From an optimization exercise on the open Yosys and OpenROAD flow, aimed at small area; shortcuts taken in it are not production practice.
Where RTL was checked, it was by simulation tests only, not by an equivalence proof against the original.
Only the layout flow was run in runs 1, 3 and 4; the RTL was not checked for function there.
No activity file was given, so power comes from the tool's default toggle rates.

--- flow/design.v ---
module led_channel (
    input  wire        clk,
    input  wire        rst,
    input  wire [15:0] period_ticks,
    input  wire [15:0] one_duty,
    input  wire [15:0] zero_duty,
    input  wire [15:0] reset_periods,
    input  wire        refill,        
    input  wire [23:0] fill,          
    input  wire        start,         
    output wire        idle,
    output wire        led_out,
    output wire [23:0] color
);
    localparam PH_IDLE   = 2'd0;
    localparam PH_LEAD   = 2'd1;
    localparam PH_STREAM = 2'd2;
    localparam PH_TRAIL  = 2'd3;
    reg [1:0]  ph;
    reg [23:0] pix;         
    reg [23:0] nxt;         
    reg [24:0] act;         
    reg        ld;          
    reg        ev;          
    reg        slot_on;
    reg        hi;
    reg        cb;          
    reg [15:0] tick;
    reg [15:0] cnt;         
    assign idle    = (ph == PH_IDLE);
    assign color   = pix;
    assign led_out = hi;
    wire [15:0] tick_inc = tick + 16'd1;
    wire        slot_end = !slot_on || (tick_inc == period_ticks);
    wire        fetch    = slot_end && (ph != PH_IDLE);
    wire        stream   = (ph == PH_STREAM);
    wire        a_last   = act[23] && (act[22:0] == 23'd0);
    wire        c_one    = (cnt == 16'd1);
    wire [15:0] duty     = cb ? one_duty : zero_duty;
    always @(posedge clk)
        if (refill)
            pix <= fill;
    always @(posedge clk) begin
        if (ld || (fetch && stream && a_last))
            act <= {nxt, 1'b1};
        else if (fetch && stream)
            act <= {act[23:0], 1'b0};
        if (ev)
            nxt <= pix;
        if (fetch)
            cb <= act[24];
    end
    always @(posedge clk)
        tick <= slot_end ? 16'd0 : tick_inc;
    always @(posedge clk) begin
        if (start || (ev && stream && c_one))
            cnt <= reset_periods;
        else if (ev && ph == PH_LEAD)
            cnt <= 16'd16;
        else if ((ev && stream) || (fetch && !stream))
            cnt <= cnt - 16'd1;
    end
    always @(posedge clk) begin
        if (rst) begin
            ph      <= PH_IDLE;
            ld      <= 1'b0;
            ev      <= 1'b0;
            slot_on <= 1'b0;
            hi      <= 1'b0;
        end else begin
            slot_on <= !slot_end || (ph != PH_IDLE);
            hi      <= fetch ? stream : (hi && (tick_inc != duty));
            ev      <= fetch && (stream ? a_last : c_one);
            ld      <= ev && (ph == PH_LEAD);
            if (start)
                ph <= PH_LEAD;
            else if (ev) begin
                case (ph)
                    PH_LEAD:   ph <= PH_STREAM;
                    PH_STREAM: if (c_one) ph <= PH_TRAIL;
                    default:   ph <= PH_IDLE;
                endcase
            end
        end
    end
endmodule
module led_can_node #(
    parameter NUM_LEDS = 16
) (
    input  wire        clk,
    input  wire        rst,
    input  wire        init,
    input  wire [15:0] cfg_period_ticks,
    input  wire [15:0] cfg_one_duty,
    input  wire [15:0] cfg_zero_duty,
    input  wire [15:0] cfg_reset_periods,
    input  wire [7:0]  cfg_node_id,
    input  wire [31:0] now,
    input  wire        periodic,
    input  wire        rx_valid,
    output wire        rx_ready,
    input  wire        rx_ide,
    input  wire        rx_rtr,
    input  wire [28:0] rx_id,
    input  wire [3:0]  rx_dlc,
    input  wire [63:0] rx_data,
    output wire        tx_valid,
    input  wire        tx_ready,
    output wire [28:0] tx_id,
    output wire [15:0] tx_data,
    input  wire [3:0]  gpio_in,
    output reg  [3:0]  gpio_out,
    output wire [1:0]  led_out,
    output wire        fatal
);
    localparam MODE_DISABLED = 2'd0;
    localparam MODE_SOLID    = 2'd1;
    localparam MODE_RAINBOW  = 2'd2;
    localparam S_IDLE   = 4'd0;
    localparam S_FNONE  = 4'd1;
    localparam S_FREAD  = 4'd2;
    localparam S_FPINS  = 4'd3;
    localparam S_FPIN   = 4'd4;
    localparam S_FRGB0  = 4'd5;
    localparam S_FRGB1  = 4'd6;
    localparam S_PER0   = 4'd7;
    localparam S_PER1   = 4'd8;
    localparam S_W0I    = 4'd9;     
    localparam S_W0P    = 4'd10;    
    localparam S_W1     = 4'd11;    
    localparam S_SEND   = 4'd12;
    reg        inited;
    reg        halted;
    reg [15:0] period_ticks, one_duty, zero_duty, reset_periods;
    reg [7:0]  node_id;
    wire cfg_ok = (cfg_zero_duty != 16'd0) && (cfg_zero_duty < cfg_one_duty) &&
                  (cfg_one_duty < cfg_period_ticks) && (cfg_reset_periods != 16'd0);
    always @(posedge clk) begin
        if (rst) begin
            inited <= 1'b0;
            halted <= 1'b0;
        end else if (init && !inited && !halted) begin
            if (cfg_ok)
                inited <= 1'b1;
            else
                halted <= 1'b1;
        end
    end
    always @(posedge clk) begin
        if (!inited) begin
            period_ticks  <= cfg_period_ticks;
            one_duty      <= cfg_one_duty;
            zero_duty     <= cfg_zero_duty;
            reset_periods <= cfg_reset_periods;
            node_id       <= cfg_node_id;
        end
    end
    assign fatal = halted;
    function [23:0] wheel_step;
        input [23:0] c;
        input        at0;
        reg [7:0] g, r, b;
        begin
            g = c[23:16];
            r = c[15:8];
            b = c[7:0];
            if (r == 8'd255 && g == 8'd0 && b == 8'd0 && !at0)
                wheel_step = c;
            else if (b == 8'd0 && r != 8'd0)
                wheel_step = {g + 8'd3, r - 8'd3, b};
            else if (r == 8'd0 && g != 8'd0)
                wheel_step = {g - 8'd3, r, b + 8'd3};
            else
                wheel_step = {g, r + 8'd3, b - 8'd3};
        end
    endfunction
    reg [3:0]  st;
    reg        per_pend;
    reg [31:0] fd;              
    reg [3:0]  gin;             
    reg [1:0]  mode0, mode1;
    reg        z0, z1;          
    wire [23:0] color0, color1;
    reg [31:0] last0, last1;
    reg        lz0, lz1;        
    wire [1:0] ch_idle;
    assign rx_ready = inited && (st == S_IDLE) && !per_pend;
    assign tx_valid = (st == S_SEND);
    assign tx_id    = {21'd0, fd[7:0]};
    assign tx_data  = {4'd0, gpio_out, 4'd0, gin};
    wire [7:0] r_cmd    = rx_id[15:8];
    wire       r_accept = rx_ide && !rx_rtr && (rx_id[7:0] == node_id);
    reg  [3:0] r_state;
    always @(*) begin
        r_state = S_FNONE;
        if (r_accept) begin
            case (r_cmd)
                8'd0: if (rx_dlc == 4'd1) r_state = S_FREAD;
                8'd1: if (rx_dlc == 4'd1) r_state = S_FPINS;
                8'd2: if (rx_dlc == 4'd2 && rx_data[7:0] >= 8'd1 && rx_data[7:0] <= 8'd4 &&
                          rx_data[15:8] <= 8'd1)
                          r_state = S_FPIN;
                8'd5: if (rx_dlc == 4'd4 && rx_data[7:0] <= 8'd2) r_state = S_FRGB0;
                8'd6: if (rx_dlc == 4'd4 && rx_data[7:0] <= 8'd2) r_state = S_FRGB1;
                default: ;
            endcase
        end
    end
    wire        p_ch       = (st == S_PER1);
    wire [1:0]  p_mode     = p_ch ? mode1 : mode0;
    wire [31:0] p_last     = ({32{p_ch && !lz1}} & last1) | ({32{!p_ch && !lz0}} & last0);
    wire [31:0] p_elapsed  = now - p_last;
    wire        p_rainbow  = (p_mode == MODE_RAINBOW);
    wire        p_refresh  = p_rainbow ? (p_elapsed > 32'd100) : (p_elapsed > 32'd1000);
    wire [23:0] p_color    = p_ch ? color1 : color0;
    wire        p_z        = p_ch ? z1 : z0;
    wire        p_red      = (p_color == {8'd0, 8'd255, 8'd0});
    wire        in_per     = (st == S_PER0) || (st == S_PER1);
    wire        per_go     = in_per && p_refresh;
    wire        f_rgb      = (st == S_FRGB0) || (st == S_FRGB1);
    wire [1:0]  f_mode     = fd[1:0];
    reg  [23:0] fill;
    always @(*) begin
        if (f_rgb) begin
            case (f_mode)
                2'd0:    fill = 24'd0;
                2'd1:    fill = {fd[23:16], fd[15:8], fd[31:24]};
                default: fill = {8'd0, 8'd255, 8'd0};        
            endcase
        end else begin
            fill = p_rainbow ? wheel_step(p_color, p_z) : 24'd0;
        end
    end
    wire refill0 = (st == S_FRGB0) || (st == S_PER0 && p_refresh && p_mode != MODE_SOLID);
    wire refill1 = (st == S_FRGB1) || (st == S_PER1 && p_refresh && p_mode != MODE_SOLID);
    wire start0 = (st == S_W0I || st == S_W0P) && ch_idle[0];
    wire start1 = (st == S_W1) && ch_idle[1];
    always @(posedge clk) begin
        fd[31:8] <= rx_data[31:8];
        if (st == S_IDLE)
            fd[7:0] <= rx_data[7:0];
        if (st != S_SEND)
            gin <= gpio_in;
    end
    always @(posedge clk) begin
        if (rst) begin
            st       <= S_IDLE;
            per_pend <= 1'b0;
            gpio_out <= 4'd0;
            mode0    <= MODE_DISABLED;
            mode1    <= MODE_DISABLED;
            lz0      <= 1'b1;
            lz1      <= 1'b1;
        end else begin
            case (st)
                S_IDLE: begin
                    if (per_pend) begin
                        per_pend <= 1'b0;
                        st       <= S_PER0;
                    end else if (rx_valid && rx_ready) begin
                        st <= r_state;
                    end
                end
                S_FNONE: st <= S_IDLE;
                S_FREAD: st <= S_SEND;
                S_FPINS: begin
                    gpio_out <= fd[3:0];
                    st       <= S_IDLE;
                end
                S_FPIN: begin
                    gpio_out[fd[1:0] - 2'd1] <= fd[8];
                    st <= S_IDLE;
                end
                S_FRGB0: begin
                    mode0 <= f_mode;
                    st    <= S_W0I;
                end
                S_FRGB1: begin
                    mode1 <= f_mode;
                    st    <= S_W1;
                end
                S_PER0: begin
                    if (p_refresh) begin
                        lz0   <= 1'b0;
                        st    <= S_W0P;
                    end else begin
                        st <= S_PER1;
                    end
                end
                S_PER1: begin
                    if (p_refresh) begin
                        lz1   <= 1'b0;
                        st    <= S_W1;
                    end else begin
                        st <= S_IDLE;
                    end
                end
                S_W0I: if (ch_idle[0]) st <= S_IDLE;
                S_W0P: if (ch_idle[0]) st <= S_PER1;
                S_W1:  if (ch_idle[1]) st <= S_IDLE;
                S_SEND: if (tx_ready) st <= S_IDLE;
                default: st <= S_IDLE;
            endcase
            if (periodic && inited)
                per_pend <= 1'b1;
        end
    end
    always @(posedge clk) begin
        if (st == S_PER0 && p_refresh)
            last0 <= now;
        if (st == S_PER1 && p_refresh)
            last1 <= now;
    end
    always @(posedge clk) begin
        if (st == S_FRGB0)
            z0 <= 1'b1;
        else if (st == S_PER0 && p_refresh && p_rainbow)
            z0 <= p_red && !p_z;
        if (st == S_FRGB1)
            z1 <= 1'b1;
        else if (st == S_PER1 && p_refresh && p_rainbow)
            z1 <= p_red && !p_z;
    end
    led_channel u_ch0 (
        .clk           (clk),
        .rst           (rst),
        .period_ticks  (period_ticks),
        .one_duty      (one_duty),
        .zero_duty     (zero_duty),
        .reset_periods (reset_periods),
        .refill        (refill0),
        .fill          (fill),
        .start         (start0),
        .idle          (ch_idle[0]),
        .led_out       (led_out[0]),
        .color         (color0)
    );
    led_channel u_ch1 (
        .clk           (clk),
        .rst           (rst),
        .period_ticks  (period_ticks),
        .one_duty      (one_duty),
        .zero_duty     (zero_duty),
        .reset_periods (reset_periods),
        .refill        (refill1),
        .fill          (fill),
        .start         (start1),
        .idle          (ch_idle[1]),
        .led_out       (led_out[1]),
        .color         (color1)
    );
endmodule
--- flow/run.sh ---
#!/bin/bash
# synth_recipe.tcl (not shown) runs the flow's synth.tcl, then flattens the netlist and writes it again
# the make line also repeats each setting of config.mk as NAME=value (left out here)
make -C /OpenROAD-flow-scripts/flow DESIGN_CONFIG=/design/flow/config.mk WORK_HOME=/design/flow/orfs CLKGATE_MAP_FILE= SYNTH_SCRIPT=/design/flow/synth_recipe.tcl finish
--- flow/config.mk ---
export PLATFORM = sky130hd
export DESIGN_NAME = led_can_node
export DESIGN_NICKNAME = led_can_node
export VERILOG_FILES = /design/flow/design.v
export SDC_FILE = /design/flow/constraint.sdc
export NUM_CORES = 4
export LEC_CHECK = 0
export CAP_MARGIN = 20
export CORE_MARGIN = 2
export CORE_UTILIZATION = 40
export CTS_BUF_LIST = sky130_fd_sc_hd__clkbuf_8
export CTS_CLUSTER_SIZE = 30
export SLEW_MARGIN = 20
--- flow/constraint.sdc ---
create_clock -name core_clock -period 10.0 [get_ports {clk}]
set_input_delay 2.0000 -clock core_clock [delete_from_list [all_inputs] [get_ports {clk}]]
set_output_delay 2.0000 -clock core_clock [all_outputs]
set_load 0.01 [all_outputs]
==> results of run 1 <==
==> cells in the mapped netlist (34+ instances only) <==
library cell	instances
sky130_fd_sc_hd__xor2_1	82
sky130_fd_sc_hd__a22o_1	37
sky130_fd_sc_hd__dfxtp_1	89
sky130_fd_sc_hd__o21ai_0	69
sky130_fd_sc_hd__a22oi_1	34
sky130_fd_sc_hd__edfxtp_1	326
sky130_fd_sc_hd__nor2_1	127
sky130_fd_sc_hd__nand4_1	37
sky130_fd_sc_hd__inv_1	79
sky130_fd_sc_hd__buf_4	45
sky130_fd_sc_hd__xnor2_1	87
sky130_fd_sc_hd__nor3_1	40
sky130_fd_sc_hd__nand3_1	56
sky130_fd_sc_hd__nor4_1	45
sky130_fd_sc_hd__ha_1	89
sky130_fd_sc_hd__mux2i_1	52
sky130_fd_sc_hd__nand2_1	200
sky130_fd_sc_hd__a21oi_1	73
sky130_fd_sc_hd__clkbuf_1	41
==> how the worst max path moves through the flow <==
stage	end	slack, ns
floorplan	u_ch1.pix[0]	4.02
global placement	u_ch1.pix[21]	3.53
detailed placement	u_ch1.pix[21]	3.52
CTS	u_ch1.pix[7]	3.48
global route	u_ch1.pix[6]	3.04
finish	u_ch1.pix[7]	3.48
==> metal layers <==
metal | GRT usage | vias up | share of wire
li1 | - | 7303 | -
met1 | 0.237 | 7175 | 0.44
met2 | 0.322 | 305 | 0.49
met3 | 0.0386 | 80 | 0.043
met4 | 0.0523 | 2 | 0.021
met5 | 0 | - | 0.00022
==> registers in the layout, summed over array words and instances, names as in the netlist, 8 cells and up <==
name	cells
last1	32
u_ch1.pix	24
u_ch0.pix	24
u_ch1.cnt	16
zero_duty	16
u_ch1.nxt	24
fd	32
u_ch0.cnt	16
one_duty	16
period_ticks	16
u_ch0.tick	16
u_ch1.tick	16
reset_periods	16
u_ch0.nxt	24
last0	32
node_id	8
u_ch1.act	25
u_ch0.act	25
==> layout by cell type (no fill, tap or decap), types with 82 or more instances in the layout <==
cell / n
sky130_fd_sc_hd__clkdlybuf4s50_1: 192
sky130_fd_sc_hd__xor2_1: 82
sky130_fd_sc_hd__nand2_1: 200
sky130_fd_sc_hd__inv_1: 103
sky130_fd_sc_hd__dfxtp_1: 89
sky130_fd_sc_hd__xnor2_1: 87
sky130_fd_sc_hd__edfxtp_1: 326
sky130_fd_sc_hd__clkbuf_8: 82
sky130_fd_sc_hd__nor2_1: 125
sky130_fd_sc_hd__ha_1: 89
==> stage by stage <==
stage	setup slack (ns)	instances	hold slack (ns)	power (mW)
after floorplan	4.02	1899	0.400	2.62
after global placement	3.53	2691	0.403	2.85
after detailed placement	3.52	2691	0.411	2.87
after CTS	3.48	2830	0.425	4.47
after global routing	3.04	2830	0.429	4.63
final	3.48	2830	0.423	4.41
==> power breakdown <==
group	switching, mW	total (mW)	internal [mW]
sequential	0.0896	2.11	2.02
clock	0.713	1.58	0.862
combinational	0.421	0.725	0.304
total	1.22	4.41	3.19
==> area by class of cell <==
class,instances,area (sq um)
Sequential cell,415,11600
Clock inverter,57,355
Fill cell,4730,27300
Inverter,82,308
Timing Repair Buffer,207,2030
Multi-Input combinational cell,1299,8700
Tap cell,688,861
Clock buffer,82,1130
==> kinds of logic (layout without fill, tap and decap cells) <==
kind of cell               Yosys count  after routing  share of synthesized area
other                                1             29                   0.000178
AOI/OAI and AO/OA                  365            365                      0.120
xor gates and xnor gates           170            170                     0.0711
muxes                               55             55                     0.0263
and+or+nand+nor                    589            589                      0.135
DFF                                415            415                      0.550
adders and majority gates           91             91                     0.0548
buffers and inverters              185            428                     0.0425
==> worst max-delay path: stages, from the launching register on <==
cell	delay, ns
sky130_fd_sc_hd__dfxtp_1	0.52
sky130_fd_sc_hd__nor2b_1	0.43
sky130_fd_sc_hd__nand2_1	0.47
sky130_fd_sc_hd__nor2_2	0.68
sky130_fd_sc_hd__buf_4	0.36
sky130_fd_sc_hd__a22o_1	0.16
sky130_fd_sc_hd__ha_1	0.15
sky130_fd_sc_hd__inv_1	0.05
sky130_fd_sc_hd__fa_1	0.41
sky130_fd_sc_hd__a21oi_1	0.20
sky130_fd_sc_hd__o22ai_1	0.16
sky130_fd_sc_hd__nor3b_2	0.23
sky130_fd_sc_hd__o21ai_1	0.12
sky130_fd_sc_hd__a211o_1	0.32
sky130_fd_sc_hd__a21o_1	0.22
sky130_fd_sc_hd__or3_4	0.39
sky130_fd_sc_hd__a2111oi_4	0.38
sky130_fd_sc_hd__nand4_2	0.25
sky130_fd_sc_hd__nand2_1	0.29
sky130_fd_sc_hd__o22ai_2	0.10
sky130_fd_sc_hd__buf_4	0.27
==> summary.txt, run 1 <==
Critical path
The element type at the critical path end is a register. The maximum fanout count along the critical path is 24. The launch point of the critical path is st[3]. The critical path class is register to register. The number of cells on the worst reg-to-reg path is 20.

In this run the critical register-to-register path is launched from st[3]. STA classifies the critical path startpoint as a register. The data arrival time of the critical path is 6.85 ns. The endpoint of the lowest-slack register-to-register path is u_ch1.pix[7]. The critical path required time is 10.33 ns. The register-to-register path setup slack is 3.48 ns.

Yosys
Synthesis instantiated 87 different standard cells from the library. The yosys synthesis warning count is 2. The cell count after synthesis is 1871. The sequential area share after synthesis is 0.550.

In the synthesized netlist the dominant register cell turns out to be sky130_fd_sc_hd__edfxtp_1. The cell area after technology mapping is 21000 sq um. Yosys attributes the largest share of cell area to sky130_fd_sc_hd__edfxtp_1 47%, sky130_fd_sc_hd__dfxtp_1 8.5%, sky130_fd_sc_hd__ha_1 5.3%, sky130_fd_sc_hd__xnor2_1 3.6%, sky130_fd_sc_hd__nand2_1 3.6%.

The portion of synthesized cell area occupied by the leading cell type is 0.465. Averaged over all synthesized cells, the footprint is 11.2 sq um. Counting flops with a built-in enable in the synthesized netlist gives 326. Synthesis inferred 415 register bits. Summed over all instances, the cell type with the most area after synthesis is sky130_fd_sc_hd__edfxtp_1. The share of synthesized registers carrying an async set or reset is 0.

Layout
The antenna diode count is 0. The area growth from synthesis to layout is 18.6%. The number of nets in the layout is 2384. The share of the core filled with cells is 0.478. In the final layout, the share of cells above drive strength 1 is 0.0696.

With fillers left out, the area of the finished cells amounts to 25000 sq um.

Power and ir drop
For this design the static power due to leakage is 9.01 nW. The maximum resistive drop on vdd is 84.5 uV. For this design the ratio of total power to cell area is 177 nW/um^2.

Timing
The remaining max-slew budget at the tightest pin is 0.263. Static timing analysis puts the maximum clock frequency at 0.153 GHz. On the final layout, the worst clock skew is 0.0293 ns. The setup TNS is 0 ns. Of the available clock period, the critical path in the final layout requires 0.652. The post-route minimum period is 6.52 ns. The number of failing hold endpoints at the final stage is 0.

The slew at the pin with the worst max-slew slack is 1.11 ns. The count of final setup violators is 0. Setup repair after global routing left no endpoint under its margin. The count of final max-slew check failures is 0.

Detailed routing
Dividing the detail-routed wire length by the instance count gives 18.0 microns. Dividing the detail-routed via count by the number of cells gives 5.25. For this run, the detailed router's first-pass iteration total came to 5. The remaining number of nets flagged by the antenna check after routing is 0. The total length of routed wires is 50.9 mm. The number of vias in the routed layout is 14900. The violation count after the first detailed-route iteration is 933. After detailed routing, the number of remaining DRC violations is 0.

Clock tree
The clock input transition at the sequential cells of the worst setup and hold paths is 0.06 ns. TritonCTS built the clock tree. The cts-stage hold buffer count is 0. The number of clock sinks seen by CTS is 415. The number of buffers inserted during clock tree synthesis is 75.

The count of buffers added by post-CTS timing repair for setup is 0. The H-tree was split into 3 levels. The clock reaches the later pin of the worst-skew pair after 0.64 ns. The library cell used as clock root buffer is sky130_fd_sc_hd__clkbuf_8. The buffer depth of the longest clock path is 3. The number of gates resized after cts is 0.

Floorplan
The die extent in x is 233 microns. The vertical die dimension is 233 microns. The floorplan has 84 rows.

The die covers 54400 sq um. The I/O pin count is 267. The core region area is 52200 sq um. The initial cell density of the core is 0.403.

Place
The instance area after placement is 23500 sq um. The placer congestion estimate is 0.880. The count of port buffers added during placement is 192. The estimated wirelength of the detail-placed design is 37.4 mm.

Global route
The number of antenna violations at the first check in global routing came to 1. Entering global routing, the biggest net connects 75 pins. Summed over all layers, the global routing overflow is 0. The via count of the first global-routing pass was 15000.

The first global-routing pass estimated 80.0 mm of wire. The all-layer global routing usage is 0.187.

Hold path
The start point of the worst min-delay path is u_ch0.act[24]. The destination of the worst hold path is u_ch0.cb. The min-delay analysis places its worst path in the category register to register. The worst hold path was traced through 0 stages.

Status
The flow ran to the end and the layout has no timing, DRC or antenna violations.

Run
Across the run, the number of max-cap violations was 0.
==> inputs of run 2 (changes only) <==
--- a/flow/design.v
+++ b/flow/design.v
@@ -11,4 +11,3 @@
     output wire        idle,
-    output wire        led_out,
-    output wire [23:0] color
+    output wire        led_out
 );
@@ -30,3 +29,2 @@
     assign idle    = (ph == PH_IDLE);
-    assign color   = pix;
     assign led_out = hi;
@@ -158,18 +156,19 @@
     assign fatal = halted;
-    function [23:0] wheel_step;
-        input [23:0] c;
-        input        at0;
-        reg [7:0] g, r, b;
+    function [23:0] wheel;
+        input [7:0] w;
+        reg [7:0] p, q, up;
         begin
-            g = c[23:16];
-            r = c[15:8];
-            b = c[7:0];
-            if (r == 8'd255 && g == 8'd0 && b == 8'd0 && !at0)
-                wheel_step = c;
-            else if (b == 8'd0 && r != 8'd0)
-                wheel_step = {g + 8'd3, r - 8'd3, b};
-            else if (r == 8'd0 && g != 8'd0)
-                wheel_step = {g - 8'd3, r, b + 8'd3};
-            else
-                wheel_step = {g, r + 8'd3, b - 8'd3};
+            p = 8'd255 - w;
+            if (p < 8'd85) begin
+                up    = p + p + p;
+                wheel = {8'd0, 8'd255 - up, up};
+            end else if (p < 8'd170) begin
+                q     = p - 8'd85;
+                up    = q + q + q;
+                wheel = {up, 8'd0, 8'd255 - up};
+            end else begin
+                q     = p - 8'd170;
+                up    = q + q + q;
+                wheel = {8'd255 - up, up, 8'd0};
+            end
         end
@@ -181,6 +180,4 @@
     reg [1:0]  mode0, mode1;
-    reg        z0, z1;          
-    wire [23:0] color0, color1;
+    reg [7:0]  wph0, wph1;
     reg [31:0] last0, last1;
-    reg        lz0, lz1;        
     wire [1:0] ch_idle;
@@ -210,9 +207,6 @@
     wire [1:0]  p_mode     = p_ch ? mode1 : mode0;
-    wire [31:0] p_last     = ({32{p_ch && !lz1}} & last1) | ({32{!p_ch && !lz0}} & last0);
-    wire [31:0] p_elapsed  = now - p_last;
+    wire [31:0] p_elapsed  = now - (p_ch ? last1 : last0);
     wire        p_rainbow  = (p_mode == MODE_RAINBOW);
     wire        p_refresh  = p_rainbow ? (p_elapsed > 32'd100) : (p_elapsed > 32'd1000);
-    wire [23:0] p_color    = p_ch ? color1 : color0;
-    wire        p_z        = p_ch ? z1 : z0;
-    wire        p_red      = (p_color == {8'd0, 8'd255, 8'd0});
+    wire [7:0]  p_wheel    = (p_ch ? wph1 : wph0) + 8'd1;
     wire        in_per     = (st == S_PER0) || (st == S_PER1);
@@ -230,3 +224,3 @@
         end else begin
-            fill = p_rainbow ? wheel_step(p_color, p_z) : 24'd0;
+            fill = p_rainbow ? wheel(p_wheel) : 24'd0;
         end
@@ -238,5 +232,4 @@
     always @(posedge clk) begin
-        fd[31:8] <= rx_data[31:8];
         if (st == S_IDLE)
-            fd[7:0] <= rx_data[7:0];
+            fd <= rx_data[31:0];
         if (st != S_SEND)
@@ -251,4 +244,4 @@
             mode1    <= MODE_DISABLED;
-            lz0      <= 1'b1;
-            lz1      <= 1'b1;
+            last0    <= 32'd0;
+            last1    <= 32'd0;
         end else begin
@@ -283,3 +276,3 @@
                     if (p_refresh) begin
-                        lz0   <= 1'b0;
+                        last0 <= now;
                         st    <= S_W0P;
@@ -291,3 +284,3 @@
                     if (p_refresh) begin
-                        lz1   <= 1'b0;
+                        last1 <= now;
                         st    <= S_W1;
@@ -308,16 +301,10 @@
     always @(posedge clk) begin
-        if (st == S_PER0 && p_refresh)
-            last0 <= now;
-        if (st == S_PER1 && p_refresh)
-            last1 <= now;
-    end
-    always @(posedge clk) begin
-        if (st == S_FRGB0)
-            z0 <= 1'b1;
+        if (st == S_FRGB0 && f_mode == MODE_RAINBOW)
+            wph0 <= 8'd0;
         else if (st == S_PER0 && p_refresh && p_rainbow)
-            z0 <= p_red && !p_z;
-        if (st == S_FRGB1)
-            z1 <= 1'b1;
+            wph0 <= p_wheel;
+        if (st == S_FRGB1 && f_mode == MODE_RAINBOW)
+            wph1 <= 8'd0;
         else if (st == S_PER1 && p_refresh && p_rainbow)
-            z1 <= p_red && !p_z;
+            wph1 <= p_wheel;
     end
@@ -334,4 +321,3 @@
         .idle          (ch_idle[0]),
-        .led_out       (led_out[0]),
-        .color         (color0)
+        .led_out       (led_out[0])
     );
@@ -348,4 +334,3 @@
         .idle          (ch_idle[1]),
-        .led_out       (led_out[1]),
-        .color         (color1)
+        .led_out       (led_out[1])
     );
--- a/flow/config.mk
+++ b/flow/config.mk
@@ -10,4 +10,2 @@
 export CORE_UTILIZATION = 40
-export CTS_BUF_LIST = sky130_fd_sc_hd__clkbuf_8
-export CTS_CLUSTER_SIZE = 30
 export SLEW_MARGIN = 20
==> run 2 against run 1 <==
  * Still clean on timing, DRC and antenna
  * Final cell count grew 9.5%
  * Register-to-register slack gained 0.07 ns
  * Design area grew 7.2%
  * Synthesized cell count grew 14%
  * Sequential cell count grew 12
  * Clock skew shrank 0.010 ns
  * Routed wire length grew 13%
  * Fmax grew 1.1%
  * Via count grew 13%
  * Highest routed layer unchanged
==> summary.txt, run 2 <==
Power and ir drop
The standby leakage power came to 9.94 nW (was 9.01 nW). The part of the total power dissipated in sequential elements came to 0.466 (was 0.478). The share of total power in combinational logic was 0.133 (was 0.164). The cell area power density is 159 nW/um^2 (was 177 nW/um^2). The switching share of total power came to 0.252 (was 0.278).

The internal power of the cells is 3.19 mW (about the same). The net load switching power is 1.07 mW (was 1.22 mW). The maximum resistive drop on vdd is 122 uV (was 84.5 uV). The relative contribution of the clock network to total power is 0.401 (was 0.357).

Yosys
The portion of synthesized cell area occupied by the leading cell type is 0.377 (was 0.465). The number of different library cells in the post-synthesis netlist was 91 (was 87). Top post-synthesis cells by area: sky130_fd_sc_hd__edfxtp_1 38%, sky130_fd_sc_hd__dfxtp_1 12%, sky130_fd_sc_hd__ha_1 6.0%, sky130_fd_sc_hd__mux2i_1 4.1%, sky130_fd_sc_hd__xnor2_1 3.3% (was sky130_fd_sc_hd__edfxtp_1 47%, sky130_fd_sc_hd__dfxtp_1 8.5%, sky130_fd_sc_hd__ha_1 5.3%, sky130_fd_sc_hd__xnor2_1 3.6%, sky130_fd_sc_hd__nand2_1 3.6%). The sequential area share after synthesis is 0.502 (was 0.550). The most used flip-flop cell after synthesis is sky130_fd_sc_hd__edfxtp_1 (unchanged). The yosys synthesis warning count is 2 (unchanged). The share of synthesized registers carrying an async set or reset is 0 (unchanged). The cell area after technology mapping is 22800 sq um (was 21000 sq um). The most instantiated library cell after synthesis is sky130_fd_sc_hd__edfxtp_1 (unchanged).

The number of synthesized flops with an enable pin is 286 (was 326). List of most frequent post-synthesis cells: 286 x sky130_fd_sc_hd__edfxtp_1, 165 x sky130_fd_sc_hd__nand2_1, 151 x sky130_fd_sc_hd__a21oi_1, 146 x sky130_fd_sc_hd__o21ai_0, 141 x sky130_fd_sc_hd__dfxtp_1 (was 326 x sky130_fd_sc_hd__edfxtp_1, 200 x sky130_fd_sc_hd__nand2_1, 127 x sky130_fd_sc_hd__nor2_1, 89 x sky130_fd_sc_hd__dfxtp_1, 89 x sky130_fd_sc_hd__ha_1). The average cell area after synthesis is 10.6 sq um (was 11.2 sq um). The number of register bits inferred by synthesis is 427 (was 415). The cell count after synthesis is 2141 (was 1871). The largest area contributor in the synthesized netlist is sky130_fd_sc_hd__edfxtp_1 (unchanged).

Timing
The count of final setup violators came to 0 (unchanged). The slew at the pin with the worst max-slew slack was 1.04 ns (was 1.11 ns). The final clock skew is 0.0190 ns (was 0.0293 ns).

The worst hold margin is 0.408 ns (was 0.423 ns). The post-route minimum period came to 6.45 ns (was 6.52 ns). The post-route clock period utilization came to 0.645 (was 0.652). The remaining max-slew budget at the tightest pin is 0.306 (was 0.263).

The setup TNS is 0 ns (unchanged). The count of final max-slew check failures was 0 (unchanged). The achievable frequency is 0.155 GHz (was 0.153 GHz). The number of failing hold endpoints at the final stage is 0 (unchanged). Setup repair after global routing missed its margin: no (unchanged).

Layout
The most common library cell in the layout ignoring fill and taps was sky130_fd_sc_hd__edfxtp_1 (unchanged). The share of cells above drive strength 1 is 0.0594 (was 0.0696). The fill cell instance count of the final layout is 5158 (was 4730).

Regs by FF count: fd (32), last0 (32), last1 (32) (unchanged). Most frequent cells in the layout: 286 x sky130_fd_sc_hd__edfxtp_1, 191 x sky130_fd_sc_hd__clkdlybuf4s50_1, 165 x sky130_fd_sc_hd__nand2_1, 150 x sky130_fd_sc_hd__a21oi_1, 143 x sky130_fd_sc_hd__o21ai_0 (was 326 x sky130_fd_sc_hd__edfxtp_1, 200 x sky130_fd_sc_hd__nand2_1, 192 x sky130_fd_sc_hd__clkdlybuf4s50_1, 125 x sky130_fd_sc_hd__nor2_1, 103 x sky130_fd_sc_hd__inv_1). The area growth from synthesis to layout is 17.7% (was 18.6%). The sequential cell area is 11400 sq um (was 11600 sq um). The number of nets in the layout is 2625 (was 2384). The area used by multi-input combinational logic is 10500 sq um (was 8700 sq um).

Clock tree
The number of buffers inserted during clock tree synthesis is 48 (was 75). The number of clock sinks seen by CTS is 427 (was 415). The clock input transition at the sequential cells of the worst setup and hold paths is 0.06 ns (about the same). The cts-stage hold buffer count is 0 (unchanged). The number of gates resized after cts is 0 (unchanged). The clock network latency to the later pin of the worst-skew pair was 0.59 ns (was 0.64 ns).

The TritonCTS clock tree is built (unchanged). The H-tree depth reported by CTS is 2 (was 3). The buffer depth of the longest clock path is 3 (unchanged). The count of buffers added by post-CTS timing repair for setup is 0 (unchanged). The library cell used as clock root buffer was sky130_fd_sc_hd__clkbuf_16 (was sky130_fd_sc_hd__clkbuf_8).

Global route
The via count of the first global-routing pass is 16700 (was 15000). The number of antenna violations at the first check in global routing is 5 (was 1). The residual overflow from global routing is 0 (unchanged). The all-layer global routing usage came to 0.191 (was 0.187).

The pin count of the biggest net entering global routing is 65 (was 75). The wire length of the first global-routing pass is 90.5 mm (was 80.0 mm).

Detailed routing
The total length of routed wires is 57.5 mm (was 50.9 mm). The routed length per instance was 18.6 microns (was 18.0 microns). The residual DRC count is 0 (unchanged). The remaining number of nets flagged by the antenna check after routing was 0 (unchanged). The number of search-and-repair iterations in the first detailed-routing pass was 5 (unchanged). The number of vias in the routed layout was 16800 (was 14900). The number of vias per cell is 5.42 (was 5.25). The violation count after the first detailed-route iteration came to 1003 (was 933).

Critical path
In this design, the critical path's most frequently occurring cell is sky130_fd_sc_hd__ha_1. The data arrival time of the critical path is 6.76 ns (was 6.85 ns). The largest stage delay on the critical path is 0.75 ns (was 0.68 ns). The maximum fanout count along the critical path was 47 (was 24).

The total buffers and inverters traversed by the critical path came to 3 (unchanged). The critical path launch point type is a register (unchanged). Cell breakdown of the critical path: nor4b_2, buf_4, mux2i_1, inv_1, ha_1, nand3_1, xor2_1, inv_1, ha_1, a21o_1, xnor2_1, ha_1, nor3_1, nor2_1, o41ai_1, xnor2_1, nor4_1, a211o_1 (was nor2b_1, nand2_1, nor2_2, buf_4, a22o_1, ha_1, inv_1, fa_1, a21oi_1, o22ai_1, nor3b_2, o21ai_1, a211o_1, a21o_1, or3_4, a2111oi_4, nand4_2, nand2_1, o22ai_2, buf_4). The critical path class is register to register (unchanged). The element type at the critical path end is a register (unchanged).

The cell type group with the largest total delay on the critical path is buffers and inverters (was simple AND/OR/NAND/NOR gates). The critical path required time is 10.31 ns (was 10.33 ns). The register-to-register path setup slack came to 3.55 ns (was 3.48 ns). The slowest cell on the critical path is sky130_fd_sc_hd__mux2i_1 (was sky130_fd_sc_hd__nor2_2).

Place
The estimated wirelength of the detail-placed design was 42.4 mm (was 37.4 mm). The placer congestion estimate is 0.874 (was 0.880). The count of port buffers added during placement is 192 (unchanged).

Floorplan
The die area is 58800 sq um (was 54400 sq um). The core region area is 56300 sq um (was 52200 sq um). The I/O pin count is 267 (unchanged). The floorplan row count was 87 (was 84). The die extent in x is 242 microns (was 233 microns). The initial cell density of the core is 0.404 (was 0.403). The vertical die dimension came to 242 microns (was 233 microns).

Run
The max capacitance violation total is 0 (unchanged).

Hold path
The path type of the worst min-delay path is register to register (unchanged).

Status
Outcome: finished clean (unchanged).
==> run 2: area by class of cell <==
| class | instances | share of cell area |
|---|---|---|
| sequential | 427 | 0.426 |
| multi-input combinational | 1526 | 0.391 |
| timing repair buffer | 216 | 0.0785 |
| clock buffer | 76 | 0.0527 |
| tap | 756 | 0.0353 |
| inverter | 82 | 0.0115 |
| clock inverter | 13 | 0.00472 |
| antenna | 3 | 0.000280 |
==> run 2: worst paths after layout <==
kind	startpoint	to	cells past startpoint
max	st[3]	u_ch0.pix[7]	18
min	u_ch1.pix[19]	u_ch1.nxt[19]	0
max reg2reg	st[3]	u_ch0.pix[7]	18
min reg2reg	u_ch1.pix[19]	u_ch1.nxt[19]	0
==> run 2: power groups by stage <==
stage | registers [mW] | logic [mW] | clock network, mW
final | 1.99 | 0.566 | 1.71
after global routing | 1.99 | 0.625 | 1.82
after CTS | 1.99 | 0.565 | 1.75
after detailed placement | 2.03 | 0.562 | 0
after global placement | 2.03 | 0.551 | 0
after floorplan | 2.01 | 0.381 | 0
==> run 2: cell families after synthesis <==
group | synth area share
simple gates | 0.134
compound gates | 0.142
xor+xnor | 0.0696
flops | 0.502
mux | 0.0447
other cells | 0.000165
buf+inv | 0.0455
fa+ha+maj | 0.0617
==> run 2: metal layers <==
layer	share of wire	vias up	wire, microns	track usage
met3	0.055	80	3170	0.0380
li1	-	8176	-	-
met2	0.47	427	27200	0.320
met4	0.023	4	1330	0.0546
met5	0.00043	-	25	0
met1	0.45	8098	25800	0.251
==> run 2: through the flow <==
step / instance area [sq um] / total power [mW] / util / setup slack [ns] / std cells
final: 26800 / 4.27 / 0.476 / 3.55 / 3099
after floorplan: 22900 / 2.39 / - / 3.36 / 2169
after global placement: 25200 / 2.58 / 0.448 / 3.26 / 3006
after detailed placement: 25200 / 2.59 / 0.448 / 3.18 / 3007
after global routing: 26800 / 4.44 / 0.476 / 3.13 / 3098
after CTS: 26700 / 4.31 / 0.475 / 3.55 / 3096
==> inputs of run 3 (changes only) <==
--- a/flow/design.v
+++ b/flow/design.v
@@ -11,3 +11,4 @@
     output wire        idle,
-    output wire        led_out
+    output wire        led_out,
+    output wire [23:0] color
 );
@@ -20,3 +21,3 @@
     reg [23:0] nxt;         
-    reg [24:0] act;         
+    reg [23:0] act;         
     reg        ld;          
@@ -29,2 +30,3 @@
     assign idle    = (ph == PH_IDLE);
+    assign color   = pix;
     assign led_out = hi;
@@ -34,3 +36,4 @@
     wire        stream   = (ph == PH_STREAM);
-    wire        a_last   = act[23] && (act[22:0] == 23'd0);
+    wire        a_last   = (cnt[4:0] == 5'd0);
+    wire [15:0] cnt_dec  = cnt - 16'd1;
     wire        c_one    = (cnt == 16'd1);
@@ -42,5 +45,3 @@
         if (ld || (fetch && stream && a_last))
-            act <= {nxt, 1'b1};
-        else if (fetch && stream)
-            act <= {act[23:0], 1'b0};
+            act <= nxt;
         if (ev)
@@ -48,3 +49,3 @@
         if (fetch)
-            cb <= act[24];
+            cb <= act[cnt[4:0]];
     end
@@ -53,8 +54,8 @@
     always @(posedge clk) begin
-        if (start || (ev && stream && c_one))
+        if (start || (ev && stream && cnt[15]))
             cnt <= reset_periods;
         else if (ev && ph == PH_LEAD)
-            cnt <= 16'd16;
-        else if ((ev && stream) || (fetch && !stream))
-            cnt <= cnt - 16'd1;
+            cnt <= {11'd15, 5'd23};
+        else if (fetch)
+            cnt <= {cnt_dec[15:4], cnt_dec[3] & !(stream && a_last), cnt_dec[2:0]};
     end
@@ -77,3 +78,3 @@
                     PH_LEAD:   ph <= PH_STREAM;
-                    PH_STREAM: if (c_one) ph <= PH_TRAIL;
+                    PH_STREAM: if (cnt[15]) ph <= PH_TRAIL;
                     default:   ph <= PH_IDLE;
@@ -156,21 +157,2 @@
     assign fatal = halted;
-    function [23:0] wheel;
-        input [7:0] w;
-        reg [7:0] p, q, up;
-        begin
-            p = 8'd255 - w;
-            if (p < 8'd85) begin
-                up    = p + p + p;
-                wheel = {8'd0, 8'd255 - up, up};
-            end else if (p < 8'd170) begin
-                q     = p - 8'd85;
-                up    = q + q + q;
-                wheel = {up, 8'd0, 8'd255 - up};
-            end else begin
-                q     = p - 8'd170;
-                up    = q + q + q;
-                wheel = {8'd255 - up, up, 8'd0};
-            end
-        end
-    endfunction
     reg [3:0]  st;
@@ -180,4 +162,6 @@
     reg [1:0]  mode0, mode1;
-    reg [7:0]  wph0, wph1;
+    reg        z0, z1;          
+    wire [23:0] color0, color1;
     reg [31:0] last0, last1;
+    reg        lz0, lz1;        
     wire [1:0] ch_idle;
@@ -207,22 +191,47 @@
     wire [1:0]  p_mode     = p_ch ? mode1 : mode0;
-    wire [31:0] p_elapsed  = now - (p_ch ? last1 : last0);
-    wire        p_rainbow  = (p_mode == MODE_RAINBOW);
-    wire        p_refresh  = p_rainbow ? (p_elapsed > 32'd100) : (p_elapsed > 32'd1000);
-    wire [7:0]  p_wheel    = (p_ch ? wph1 : wph0) + 8'd1;
-    wire        in_per     = (st == S_PER0) || (st == S_PER1);
-    wire        per_go     = in_per && p_refresh;
-    wire        f_rgb      = (st == S_FRGB0) || (st == S_FRGB1);
-    wire [1:0]  f_mode     = fd[1:0];
-    reg  [23:0] fill;
-    always @(*) begin
-        if (f_rgb) begin
-            case (f_mode)
-                2'd0:    fill = 24'd0;
-                2'd1:    fill = {fd[23:16], fd[15:8], fd[31:24]};
-                default: fill = {8'd0, 8'd255, 8'd0};        
-            endcase
-        end else begin
-            fill = p_rainbow ? wheel(p_wheel) : 24'd0;
+    wire [31:0] p_last     = ({32{p_ch && !lz1}} & last1) | ({32{!p_ch && !lz0}} & last0);
+    wire [32:0] p_bw;
+    wire [31:0] p_elapsed;
+    assign p_bw[0] = 1'b0;
+    genvar bi;
+    generate
+        for (bi = 0; bi < 32; bi = bi + 1) begin : g_sub
+            assign p_elapsed[bi] = now[bi] ^ p_last[bi] ^ p_bw[bi];
+            assign p_bw[bi+1]    = (!now[bi] && p_last[bi]) || (!(now[bi] ^ p_last[bi]) && p_bw[bi]);
         end
-    end
+    endgenerate
+    wire        p_rainbow  = (p_mode == MODE_RAINBOW);
+    wire        p_gt100    = (|p_elapsed[31:7]) ||
+                             (p_elapsed[6] && p_elapsed[5] && (p_elapsed[4] || p_elapsed[3] ||
+                              (p_elapsed[2] && (p_elapsed[1] || p_elapsed[0]))));
+    wire        p_gt1000   = (|p_elapsed[31:10]) ||
+                             ((&p_elapsed[9:5]) && (p_elapsed[4] ||
+                              (p_elapsed[3] && (p_elapsed[2] || p_elapsed[1] || p_elapsed[0]))));
+    wire        p_refresh  = p_rainbow ? p_gt100 : p_gt1000;
+    wire        r0z0 = (color0[15:8] == 8'd0), g0z0 = (color0[23:16] == 8'd0), b0z0 = (color0[7:0] == 8'd0);
+    wire        r0z1 = (color1[15:8] == 8'd0), g0z1 = (color1[23:16] == 8'd0), b0z1 = (color1[7:0] == 8'd0);
+    wire        p_rz  = p_ch ? r0z1 : r0z0;
+    wire        p_gz  = p_ch ? g0z1 : g0z0;
+    wire        p_bz  = p_ch ? b0z1 : b0z0;
+    wire        p_z   = p_ch ? z1 : z0;
+    wire        p_red = p_gz && p_bz;                
+    wire        p_hold = p_red && !p_z;
+    wire        p_c1  = p_bz && !p_rz;               
+    wire        p_c2  = p_rz && !p_gz;               
+    wire        p_c3  = !p_c1 && !p_c2;              
+    wire [7:0]  p_x   = p_ch ? (p_c1 ? color1[15:8] : p_c2 ? color1[23:16] : color1[7:0])
+                             : (p_c1 ? color0[15:8] : p_c2 ? color0[23:16] : color0[7:0]);
+    wire [7:0]  p_y   = p_x - 8'd3;
+    wire        f_rgb   = (st == S_FRGB0) || (st == S_FRGB1);
+    wire [1:0]  f_mode  = fd[1:0];
+    wire        set_rgb = f_rgb && f_mode == 2'd1;
+    wire        set_red = (f_rgb && f_mode == 2'd2) || (!f_rgb && p_rainbow && p_hold);
+    wire        stp     = !f_rgb && p_rainbow && !p_hold;
+    wire [23:0] fill;
+    assign fill[15:8]  = ({8{set_rgb}} & fd[15:8]) | {8{set_red}} |
+                         ({8{stp && p_c1}} & p_y) | ({8{stp && p_c3}} & ~p_y);
+    assign fill[23:16] = ({8{set_rgb}} & fd[23:16]) |
+                         ({8{stp && p_c2}} & p_y) | ({8{stp && p_c1}} & ~p_y);
+    assign fill[7:0]   = ({8{set_rgb}} & fd[31:24]) |
+                         ({8{stp && p_c3}} & p_y) | ({8{stp && p_c2}} & ~p_y);
     wire refill0 = (st == S_FRGB0) || (st == S_PER0 && p_refresh && p_mode != MODE_SOLID);
@@ -232,4 +241,5 @@
     always @(posedge clk) begin
+        fd[31:8] <= rx_data[31:8];
         if (st == S_IDLE)
-            fd <= rx_data[31:0];
+            fd[7:0] <= rx_data[7:0];
         if (st != S_SEND)
@@ -244,4 +254,4 @@
             mode1    <= MODE_DISABLED;
-            last0    <= 32'd0;
-            last1    <= 32'd0;
+            lz0      <= 1'b1;
+            lz1      <= 1'b1;
         end else begin
@@ -276,3 +286,3 @@
                     if (p_refresh) begin
-                        last0 <= now;
+                        lz0   <= 1'b0;
                         st    <= S_W0P;
@@ -284,3 +294,3 @@
                     if (p_refresh) begin
-                        last1 <= now;
+                        lz1   <= 1'b0;
                         st    <= S_W1;
@@ -301,10 +311,16 @@
     always @(posedge clk) begin
-        if (st == S_FRGB0 && f_mode == MODE_RAINBOW)
-            wph0 <= 8'd0;
+        if (st == S_PER0 && p_refresh)
+            last0 <= now;
+        if (st == S_PER1 && p_refresh)
+            last1 <= now;
+    end
+    always @(posedge clk) begin
+        if (st == S_FRGB0)
+            z0 <= 1'b1;
         else if (st == S_PER0 && p_refresh && p_rainbow)
-            wph0 <= p_wheel;
-        if (st == S_FRGB1 && f_mode == MODE_RAINBOW)
-            wph1 <= 8'd0;
+            z0 <= p_red && !p_z;
+        if (st == S_FRGB1)
+            z1 <= 1'b1;
         else if (st == S_PER1 && p_refresh && p_rainbow)
-            wph1 <= p_wheel;
+            z1 <= p_red && !p_z;
     end
@@ -321,3 +337,4 @@
         .idle          (ch_idle[0]),
-        .led_out       (led_out[0])
+        .led_out       (led_out[0]),
+        .color         (color0)
     );
@@ -334,3 +351,4 @@
         .idle          (ch_idle[1]),
-        .led_out       (led_out[1])
+        .led_out       (led_out[1]),
+        .color         (color1)
     );
--- a/flow/config.mk
+++ b/flow/config.mk
@@ -10,2 +10,5 @@
 export CORE_UTILIZATION = 40
+export CTS_BUF_LIST = sky130_fd_sc_hd__clkbuf_16
+export CTS_CLUSTER_DIAMETER = 150
+export CTS_CLUSTER_SIZE = 24
 export SLEW_MARGIN = 20
==> run 3 against run 2 <==
  * Now fails the layout checks on negative setup slack
  * Via count fell by 24%
  * Non-clock buffer count rose by 14
  * Clock skew increased by 0.0078 ns
  * Critical path depth grew 25
  * First-iteration DRC count shrank 1.6%
  * Largest power group unchanged
  * Highest routed layer is now met4
==> summary.txt, run 3 <==
Timing
The post-route minimum period was 13.28 ns (was 6.45 ns). The achievable frequency is 0.0753 GHz (was 0.155 GHz). Setup repair after global routing missed its margin: yes (was no). The slew at the pin with the worst max-slew slack was 1.00 ns (was 1.04 ns). The count of final max-slew check failures was 0 (unchanged). The count of final setup violators came to 119 (was 0). The worst-case setup margin in the final layout is -3.28 ns (was 3.55 ns).

The number of failing hold endpoints at the final stage was 0 (unchanged). The post-route clock period utilization is 1.33 (was 0.645). The remaining max-slew budget at the tightest pin came to 0.316 (was 0.306).

The final clock skew is 0.0268 ns (was 0.0190 ns).

Yosys
The average cell area after synthesis is 12.7 sq um (was 10.6 sq um). The most instantiated library cell after synthesis is sky130_fd_sc_hd__edfxtp_1 (unchanged). The portion of synthesized cell area occupied by the leading cell type was 0.498 (was 0.377).

The number of different library cells in the post-synthesis netlist is 77 (was 91). The share of synthesized registers carrying an async set or reset was 0 (unchanged). List of most frequent post-synthesis cells: 326 x sky130_fd_sc_hd__edfxtp_1, 106 x sky130_fd_sc_hd__nor2_1, 91 x sky130_fd_sc_hd__nand2_1, 87 x sky130_fd_sc_hd__dfxtp_1, 80 x sky130_fd_sc_hd__inv_1 (was 286 x sky130_fd_sc_hd__edfxtp_1, 165 x sky130_fd_sc_hd__nand2_1, 151 x sky130_fd_sc_hd__a21oi_1, 146 x sky130_fd_sc_hd__o21ai_0, 141 x sky130_fd_sc_hd__dfxtp_1). The number of synthesized flops with an enable pin is 326 (was 286). The number of register bits inferred by synthesis was 413 (was 427). The cell count after synthesis is 1545 (was 2141).

The cell area after technology mapping is 19700 sq um (was 22800 sq um). The most used flip-flop cell after synthesis is sky130_fd_sc_hd__edfxtp_1 (unchanged). The yosys synthesis warning count is 2 (unchanged). The sequential area share after synthesis was 0.586 (was 0.502). Top post-synthesis cells by area: sky130_fd_sc_hd__edfxtp_1 50%, sky130_fd_sc_hd__dfxtp_1 8.9%, sky130_fd_sc_hd__ha_1 3.2%, sky130_fd_sc_hd__xnor2_1 3.1%, sky130_fd_sc_hd__fa_1 3.1% (was sky130_fd_sc_hd__edfxtp_1 38%, sky130_fd_sc_hd__dfxtp_1 12%, sky130_fd_sc_hd__ha_1 6.0%, sky130_fd_sc_hd__mux2i_1 4.1%, sky130_fd_sc_hd__xnor2_1 3.3%). The largest area contributor in the synthesized netlist is sky130_fd_sc_hd__edfxtp_1 (unchanged).

Critical path
The endpoint of the lowest-slack register-to-register path is u_ch0.pix[4] (was u_ch0.pix[7]). The cell repeated most along the worst path is sky130_fd_sc_hd__fa_2 (was sky130_fd_sc_hd__ha_1). The logic depth of the worst register-to-register path is 44 (was 18). The element type at the critical path end is a register (unchanged). The slowest cell on the critical path is sky130_fd_sc_hd__fa_2 (was sky130_fd_sc_hd__mux2i_1). The maximum fanout count along the critical path is 24 (was 47). The data arrival time of the critical path is 13.53 ns (was 6.76 ns). The register-to-register path setup slack was -2.93 ns (was 3.55 ns). The critical path launch point type is an input port (was register). The critical path required time is 10.25 ns (was 10.31 ns). The startpoint of the most critical register-to-register path is st[1] (was st[3]). The critical path class is input port to register (was register to register).

The largest stage delay on the critical path is 0.54 ns (was 0.75 ns).

Place
The estimated wirelength of the detail-placed design came to 35.8 mm (was 42.4 mm). The placer congestion estimate is 0.879 (was 0.874). The count of port buffers added during placement came to 192 (unchanged). The minimum setup slack after placement is -4.49 ns (was 3.18 ns). The instance area after placement is 22500 sq um (was 25200 sq um). The number of instances in the placed design is 2368 (was 3007).

Power and ir drop
The cell area power density is 147 nW/um^2 (was 159 nW/um^2). The standby leakage power came to 7.98 nW (was 9.94 nW). The maximum resistive drop on vdd is 116 uV (was 122 uV).

Global route
The all-layer global routing usage came to 0.186 (was 0.191). The pin count of the biggest net entering global routing is 75 (was 65). The via count of the first global-routing pass is 12600 (was 16700). The wire length of the first global-routing pass is 73.0 mm (was 90.5 mm). The residual overflow from global routing was 0 (unchanged). The number of antenna violations at the first check in global routing is 1 (was 5).

Floorplan
The initial cell density of the core is 0.404 (about the same). The vertical die dimension is 226 microns (was 242 microns). The I/O pin count was 267 (unchanged). The core region area is 48700 sq um (was 56300 sq um). The die area is 51000 sq um (was 58800 sq um). The floorplan row count is 81 (was 87).

The die extent in x came to 226 microns (was 242 microns).

Detailed routing
The number of vias in the routed layout came to 12700 (was 16800). The total length of routed wires was 47.4 mm (was 57.5 mm). The number of vias per cell is 5.28 (was 5.42). The remaining number of nets flagged by the antenna check after routing is 0 (unchanged).

The number of search-and-repair iterations in the first detailed-routing pass came to 5 (unchanged). The residual DRC count is 0 (unchanged). The routed length per instance came to 19.7 microns (was 18.6 microns).

The violation count after the first detailed-route iteration is 987 (was 1003).

Clock tree
The H-tree depth reported by CTS was 1 (was 2). The number of buffers inserted during clock tree synthesis is 21 (was 48). The TritonCTS clock tree is built (unchanged).

The number of clock sinks seen by CTS is 413 (was 427). The buffer depth of the longest clock path is 3 (unchanged). The library cell used as clock root buffer is sky130_fd_sc_hd__clkbuf_16 (unchanged).

The clock input transition at the sequential cells of the worst setup and hold paths was 0.09 ns (was 0.06 ns). The cts-stage hold buffer count came to 0 (unchanged). The clock network latency to the later pin of the worst-skew pair came to 0.57 ns (was 0.59 ns).

Status
Outcome: finished with violations (was finished clean). A clean result was blocked by negative setup slack.

Layout
The share of cells above drive strength 1 is 0.0869 (was 0.0594). The final design instance area without fill is 23200 sq um (was 26800 sq um). The most common library cell in the layout ignoring fill and taps is sky130_fd_sc_hd__edfxtp_1 (unchanged). The number of nets in the layout is 2027 (was 2625).

The sequential cell area was 11500 sq um (was 11400 sq um). The share of the core filled with cells was 0.477 (was 0.476). The fill cell instance count of the final layout came to 4376 (was 5158). Most frequent cells in the layout: 326 x sky130_fd_sc_hd__edfxtp_1, 190 x sky130_fd_sc_hd__clkdlybuf4s50_1, 102 x sky130_fd_sc_hd__nor2_1, 90 x sky130_fd_sc_hd__nand2_1, 88 x sky130_fd_sc_hd__inv_1 (was 286 x sky130_fd_sc_hd__edfxtp_1, 191 x sky130_fd_sc_hd__clkdlybuf4s50_1, 165 x sky130_fd_sc_hd__nand2_1, 150 x sky130_fd_sc_hd__a21oi_1, 143 x sky130_fd_sc_hd__o21ai_0). The final cell count without fillers is 2414 (was 3099).

Regs by FF count: fd (32), last0 (32), last1 (32) (unchanged). The area used by multi-input combinational logic came to 7610 sq um (was 10500 sq um). The area growth from synthesis to layout is 18.1% (was 17.7%).

Run
The max capacitance violation total is 0 (unchanged).

Hold path
The path type of the worst min-delay path is register to register (unchanged). The start point of the worst min-delay path is u_ch1.nxt[14] (was u_ch1.pix[19]). The destination of the worst hold path is u_ch1.act[14] (was u_ch1.nxt[19]). The count of cells along the worst hold path is 0 (unchanged).
[run 3: cell types whose count changed after synthesis, moves of 54 or more]
cell                      previous run  this run
sky130_fd_sc_hd__o21ai_0           146        29
sky130_fd_sc_hd__nand2_1           165        91
sky130_fd_sc_hd__ha_1              109        50
sky130_fd_sc_hd__dfxtp_1           141        87
sky130_fd_sc_hd__nand3_1           102        35
sky130_fd_sc_hd__a21oi_1           151        76
[run 3: worst max-delay path by stage]
stage / startpoint / endpoint / slack, ns / cells after the start
3_3_place_gp: now[0] / u_ch1.pix[0] / -4.34 / 43
3_5_place_dp: now[0] / u_ch1.pix[22] / -4.49 / 43
5_1_grt: now[0] / z1 / -3.58 / 46
6_report: now[0] / u_ch0.pix[4] / -3.28 / 43
2_1_floorplan: now[0] / u_ch0.pix[0] / -3.59 / 41
4_1_cts: now[0] / u_ch0.pix[4] / -3.40 / 44
[run 3: timing repair]
| action | 4_1_cts | 5_1_grt |
|---|---|---|
| gates resized for setup | 15 | 10 |
| cloned | 2 | 0 |
| setup buffers | 6 | 0 |
| endpoints found under the setup margin | 119 | 119 |
| pin swaps | 5 | 3 |
[run 3: metrics by stage]
stage          total power [mW]  hold WS [ns]  TNS [ns]
2_1_floorplan              2.28         0.400   -411.13
3_3_place_gp               2.48         0.403   -504.20
3_5_place_dp               2.48         0.405   -520.22
4_1_cts                    3.45         0.429   -399.00
5_1_grt                    3.55         0.435   -419.58
6_report                   3.41         0.426   -384.65
[run 3: critical path, delay by kind of cell]
kind                     cells  cell delay, ns
AO/OA/AOI/OAI                1            0.16
adder cells (fa/ha/maj)     31           10.13
buffers and inverters        6            0.47
AND/OR/NAND/NOR              5            0.77
[run 3: kinds of logic (layout without fill, tap and decap cells)]
kind of cell / Yosys count / in the layout / share of synthesized area
buffers and inverters: 173 / 348 / 0.0419
DFF: 413 / 413 / 0.586
AOI/OAI and AO/OA: 256 / 257 / 0.0903
and+or+nand+nor: 427 / 427 / 0.112
xor gates and xnor gates: 132 / 132 / 0.0666
other: 1 / 30 / 0.000191
muxes: 63 / 63 / 0.0409
adders and majority gates: 80 / 80 / 0.0623
[run 3: routing by layer]
metal  global-route usage  wire [microns]
met5                    0               0
met2                0.303           22200
met3               0.0278            2470
met1                0.262           21700
met4               0.0434             999
[run 3: layout make-up]
class / instances / area share
sequential: 413 / 0.496
tap: 664 / 0.0358
inverter: 80 / 0.0138
clock inverter: 17 / 0.00366
multi-input combinational: 988 / 0.328
clock buffer: 21 / 0.0226
timing repair buffer: 230 / 0.100
antenna: 1 / 0.000108
[run 3: power breakdown]
part           switching (mW)  total, mW  leakage (nW)  internal, mW
combinational           0.244      0.456          3.90         0.211
sequential             0.0670       2.01          3.73          1.94
clock                   0.553      0.945         0.353         0.393
total                   0.864       3.41          7.98          2.55
==> inputs of run 4 (changes only) <==
==> flow/flow/run.sh (new file) <==
#!/bin/bash
# The standard layout, with the smallest buffer cell on the ports.
set -euo pipefail
export BUFFER_PORTS_ARGS="-buffer_cell sky130_fd_sc_hd__buf_1"
bash standard.sh > standard.log 2>&1
==> flow/standard.sh (new file) <==
#!/bin/bash
# synth_recipe.tcl (not shown) runs the flow's synth.tcl, then flattens the netlist and writes it again
# the make line also repeats each setting of config.mk as NAME=value (left out here)
make -C /OpenROAD-flow-scripts/flow DESIGN_CONFIG=/design/flow/config.mk WORK_HOME=/design/flow/orfs CLKGATE_MAP_FILE= SYNTH_SCRIPT=/design/flow/synth_recipe.tcl "${@:-finish}"
removed: flow/run.sh
==> run 4 against run 3 <==
  * Still fails the layout checks on negative setup slack
  * Die area is the same
  * Critical path depth did not move
  * Synthesized area did not move
  * Global-route usage shrank 0.26 points
  * Sequential share of layout area rose by 2.6 points
  * Worst hold slack lost 0.00053 ns
  * Combinational power shrank 13%
  * Critical endpoint is now u_ch0.pix[16]
  * Largest cell class unchanged
==> summary.txt, run 4 <==
Power and ir drop
The internal power of the cells is 2.49 mW (was 2.55 mW). The relative contribution of the clock network to total power was 0.281 (was 0.277). The maximum resistive drop on vdd is 114 uV (was 116 uV). The standby leakage power is 7.47 nW (was 7.98 nW).

The part of the total power dissipated in sequential elements is 0.600 (was 0.589). The overall power consumption was 3.35 mW (was 3.41 mW). The share of total power in combinational logic is 0.119 (was 0.134). The cell area power density is 152 nW/um^2 (was 147 nW/um^2). The switching share of total power came to 0.257 (was 0.253). The net load switching power is 0.861 mW (was 0.864 mW).

Clock tree
The H-tree depth reported by CTS came to 1 (unchanged). The number of buffers inserted during clock tree synthesis is 21 (unchanged). The clock network latency to the later pin of the worst-skew pair is 0.58 ns (was 0.57 ns). The buffer depth of the longest clock path is 3 (unchanged).

The number of clock sinks seen by CTS is 413 (unchanged). The library cell used as clock root buffer is sky130_fd_sc_hd__clkbuf_16 (unchanged). The cts-stage hold buffer count is 0 (unchanged). The clock input transition at the sequential cells of the worst setup and hold paths is 0.09 ns (about the same). The TritonCTS clock tree is built (unchanged).

Timing
The post-route minimum period was 13.27 ns (was 13.28 ns). The remaining max-slew budget at the tightest pin came to 0.325 (was 0.316). The final clock skew was 0.0347 ns (was 0.0268 ns). The achievable frequency came to 0.0754 GHz (was 0.0753 GHz). Setup repair after global routing missed its margin: yes (unchanged). The worst-case setup margin in the final layout is -3.27 ns (was -3.28 ns). The post-route clock period utilization is 1.33 (about the same). The count of final setup violators was 119 (unchanged). The worst hold margin is 0.426 ns (about the same). The slew at the pin with the worst max-slew slack is 1.01 ns (was 1.00 ns). The count of final max-slew check failures is 0 (unchanged). The number of failing hold endpoints at the final stage was 0 (unchanged).

Global route
The pin count of the biggest net entering global routing was 75 (unchanged). The residual overflow from global routing is 0 (unchanged). The wire length of the first global-routing pass is 72.2 mm (was 73.0 mm). The number of antenna violations at the first check in global routing is 3 (was 1). The all-layer global routing usage is 0.183 (was 0.186). The via count of the first global-routing pass is 12900 (was 12600).

Yosys
The number of register bits inferred by synthesis is 413 (unchanged). The sequential area share after synthesis is 0.586 (unchanged). The share of synthesized registers carrying an async set or reset is 0 (unchanged). The largest area contributor in the synthesized netlist is sky130_fd_sc_hd__edfxtp_1 (unchanged).

The portion of synthesized cell area occupied by the leading cell type is 0.498 (unchanged). List of most frequent post-synthesis cells: 326 x sky130_fd_sc_hd__edfxtp_1, 106 x sky130_fd_sc_hd__nor2_1, 91 x sky130_fd_sc_hd__nand2_1, 87 x sky130_fd_sc_hd__dfxtp_1, 80 x sky130_fd_sc_hd__inv_1 (unchanged). The number of different library cells in the post-synthesis netlist is 77 (unchanged).

The average cell area after synthesis is 12.7 sq um (unchanged). The cell count after synthesis is 1545 (unchanged). The cell area after technology mapping is 19700 sq um (unchanged). The most instantiated library cell after synthesis is sky130_fd_sc_hd__edfxtp_1 (unchanged). Top post-synthesis cells by area: sky130_fd_sc_hd__edfxtp_1 50%, sky130_fd_sc_hd__dfxtp_1 8.9%, sky130_fd_sc_hd__ha_1 3.2%, sky130_fd_sc_hd__xnor2_1 3.1%, sky130_fd_sc_hd__fa_1 3.1% (unchanged). The most used flip-flop cell after synthesis is sky130_fd_sc_hd__edfxtp_1 (unchanged).

The number of synthesized flops with an enable pin is 326 (unchanged). The yosys synthesis warning count was 2 (unchanged).

Critical path
The slowest cell on the critical path is sky130_fd_sc_hd__fa_2 (unchanged). The launch point of the critical path is now[0] (unchanged). The cell repeated most along the worst path is sky130_fd_sc_hd__fa_2 (unchanged). The data arrival time of the critical path is 13.54 ns (was 13.53 ns). The maximum fanout count along the critical path is 24 (unchanged). The register-to-register path setup slack is -2.94 ns (was -2.93 ns).

The startpoint of the most critical register-to-register path is st[1] (unchanged). The largest stage delay on the critical path is 0.54 ns (about the same). The logic depth of the worst register-to-register path is 44 (unchanged). The critical path launch point type is an input port (unchanged). The end point of the critical path is u_ch0.pix[16] (was u_ch0.pix[4]). The endpoint of the lowest-slack register-to-register path is u_ch0.pix[16] (was u_ch0.pix[4]). The critical path class is input port to register (unchanged).

The critical path required time is 10.28 ns (was 10.25 ns). The element type at the critical path end is a register (unchanged).

Detailed routing
The routed length per instance is 19.3 microns (was 19.7 microns). The number of vias per cell is 5.31 (was 5.28). The number of search-and-repair iterations in the first detailed-routing pass is 5 (unchanged).

The number of vias in the routed layout came to 12800 (was 12700). The residual DRC count is 0 (unchanged). The violation count after the first detailed-route iteration was 951 (was 987). The remaining number of nets flagged by the antenna check after routing is 0 (unchanged). The total length of routed wires is 46.6 mm (was 47.4 mm).

Place
The count of port buffers added during placement is 192 (unchanged). The placer congestion estimate is 0.873 (was 0.879). The estimated wirelength of the detail-placed design is 35.2 mm (was 35.8 mm).

Layout
The fill cell instance count of the final layout came to 4443 (was 4376). Most frequent cells in the layout: 326 x sky130_fd_sc_hd__edfxtp_1, 191 x sky130_fd_sc_hd__buf_1, 102 x sky130_fd_sc_hd__nor2_1, 89 x sky130_fd_sc_hd__nand2_1, 87 x sky130_fd_sc_hd__inv_1 (was 326 x sky130_fd_sc_hd__edfxtp_1, 190 x sky130_fd_sc_hd__clkdlybuf4s50_1, 102 x sky130_fd_sc_hd__nor2_1, 90 x sky130_fd_sc_hd__nand2_1, 88 x sky130_fd_sc_hd__inv_1). The sequential cell area was 11500 sq um (unchanged).

The share of the core filled with cells is 0.453 (was 0.477). The most common library cell in the layout ignoring fill and taps is sky130_fd_sc_hd__edfxtp_1 (unchanged). The number of nets in the layout is 2026 (was 2027).

Regs by FF count: fd (32), last0 (32), last1 (32) (unchanged). The area used by multi-input combinational logic came to 7630 sq um (was 7610 sq um). The share of cells above drive strength 1 came to 0.0875 (was 0.0869).

The area growth from synthesis to layout is 12.2% (was 18.1%).

Floorplan
The vertical die dimension is 226 microns (unchanged). The I/O pin count is 267 (unchanged). The initial cell density of the core came to 0.404 (unchanged). The core region area is 48700 sq um (unchanged). The die extent in x is 226 microns (unchanged). The floorplan row count is 81 (unchanged). The die area is 51000 sq um (unchanged).

Status
Layout checks that failed: negative setup slack (unchanged). Outcome: finished with violations (unchanged).

Run
The max capacitance violation total is 0 (unchanged).

Hold path
The start point of the worst min-delay path is u_ch0.nxt[10] (was u_ch1.nxt[14]). The path type of the worst min-delay path is register to register (unchanged).
-- run 4: cell counts after synthesis --
No cell type changed its count.
-- run 4: final cells by class --
type,count,share of cell area
Inverter,80,0.0146
Antenna cell,1,0.000113
Sequential cell,413,0.523
Clock buffer,21,0.0238
Clock inverter,17,0.00380
Multi-Input combinational cell,988,0.346
Tap cell,664,0.0377
Timing Repair Buffer,229,0.0518
-- run 4: logic make-up after synthesis --
kind of cell,after synthesis,synth area share
AOI/OAI and AO/OA,256,0.0903
xor gates and xnor gates,132,0.0666
adders and majority gates,80,0.0623
buffers and inverters,173,0.0419
DFF,413,0.586
muxes,63,0.0409
other,1,0.000191
and+or+nand+nor,427,0.112
-- run 4: worst max-delay path: cells and delay by family --
| kind | cells | cell delay [ns] |
|---|---|---|
| adder cells (fa/ha/maj) | 31 | 10.05 |
| AND/OR/NAND/NOR | 5 | 0.79 |
| buffers and inverters | 6 | 0.48 |
| AO/OA/AOI/OAI | 1 | 0.17 |
-- run 4: through the flow --
stage	TNS (ns)	std cells	worst slack (ns)	area (sq um)
6_report	-379.31	2413	-3.27	22100
5_1_grt	-414.54	2412	-3.52	22100
4_1_cts	-382.59	2411	-3.27	22000
3_5_place_dp	-480.88	2364	-4.17	21200
3_3_place_gp	-463.06	2364	-3.99	21200
2_1_floorplan	-411.13	1573	-3.59	19900
-- run 4: worst min path at each step --
stage	endpoint	cells past startpoint
global placement	u_ch1.act[5]	0
detailed placement	u_ch0.act[23]	0
global route	u_ch0.act[10]	0
floorplan	u_ch0.act[0]	0
CTS	u_ch1.act[18]	0
finish	u_ch0.act[10]	0
-- run 4: routing by layer --
layer	share of wire	global-route usage	wire length (microns)	vias to the layer above
li1	-	-	-	6077
met1	0.45	0.251	21000	6298
met2	0.47	0.301	21900	369
met3	0.053	0.0281	2480	77
met4	0.028	0.0528	1300	2
met5	0.00026	0	12	-
-- run 4: what timing repair did --
action | in CTS | in global routing
resized for setup | 18 | 6
setup endpoints to repair | 119 | 119
pin swaps | 8 | 2
buffers inserted | 7 | 2
cloned | 2 | 0
-- run 4: power groups by stage --
stage | logic [mW] | clock network (mW) | registers, mW
2_1_floorplan | 0.261 | 0 | 2.02
3_3_place_gp | 0.363 | 0 | 2.05
3_5_place_dp | 0.369 | 0 | 2.05
4_1_cts | 0.396 | 0.969 | 2.01
5_1_grt | 0.442 | 1.02 | 2.02
6_report | 0.398 | 0.941 | 2.01

## separate check: timing with driven ports
In the flow no input, the clock included, has a driving cell. The finished layouts below were timed again as built, in two steps. Step 1, drivers: a clkbuf_16 drives clk and a buf_2 each remaining input, both assumed. Step 2 times the ports against the registers' clock, not the clock port: input delays grow and output delays shrink by t, the midpoint of the rising clock arrivals with the driver on. Three values: ideal, step 1, step 2; two values: the first two.
run | t (ns) | slack for setup (ns) | worst slew at a driven data input, ns
run 1 | 0.677 | 3.484 / 3.484 / 3.484 | 0.06
run 2 | 0.637 | 3.553 / 3.553 / 3.017 | 0.08
run 3 | 0.603 | -3.279 / -3.294 / -3.897 | 0.11
run 4 | 0.613 | -3.268 / -3.276 / -3.889 | 0.11
For run 4, which loses most, drivers alone change the setup slack by -0.008 ns; drivers and shift together by -0.621 ns.
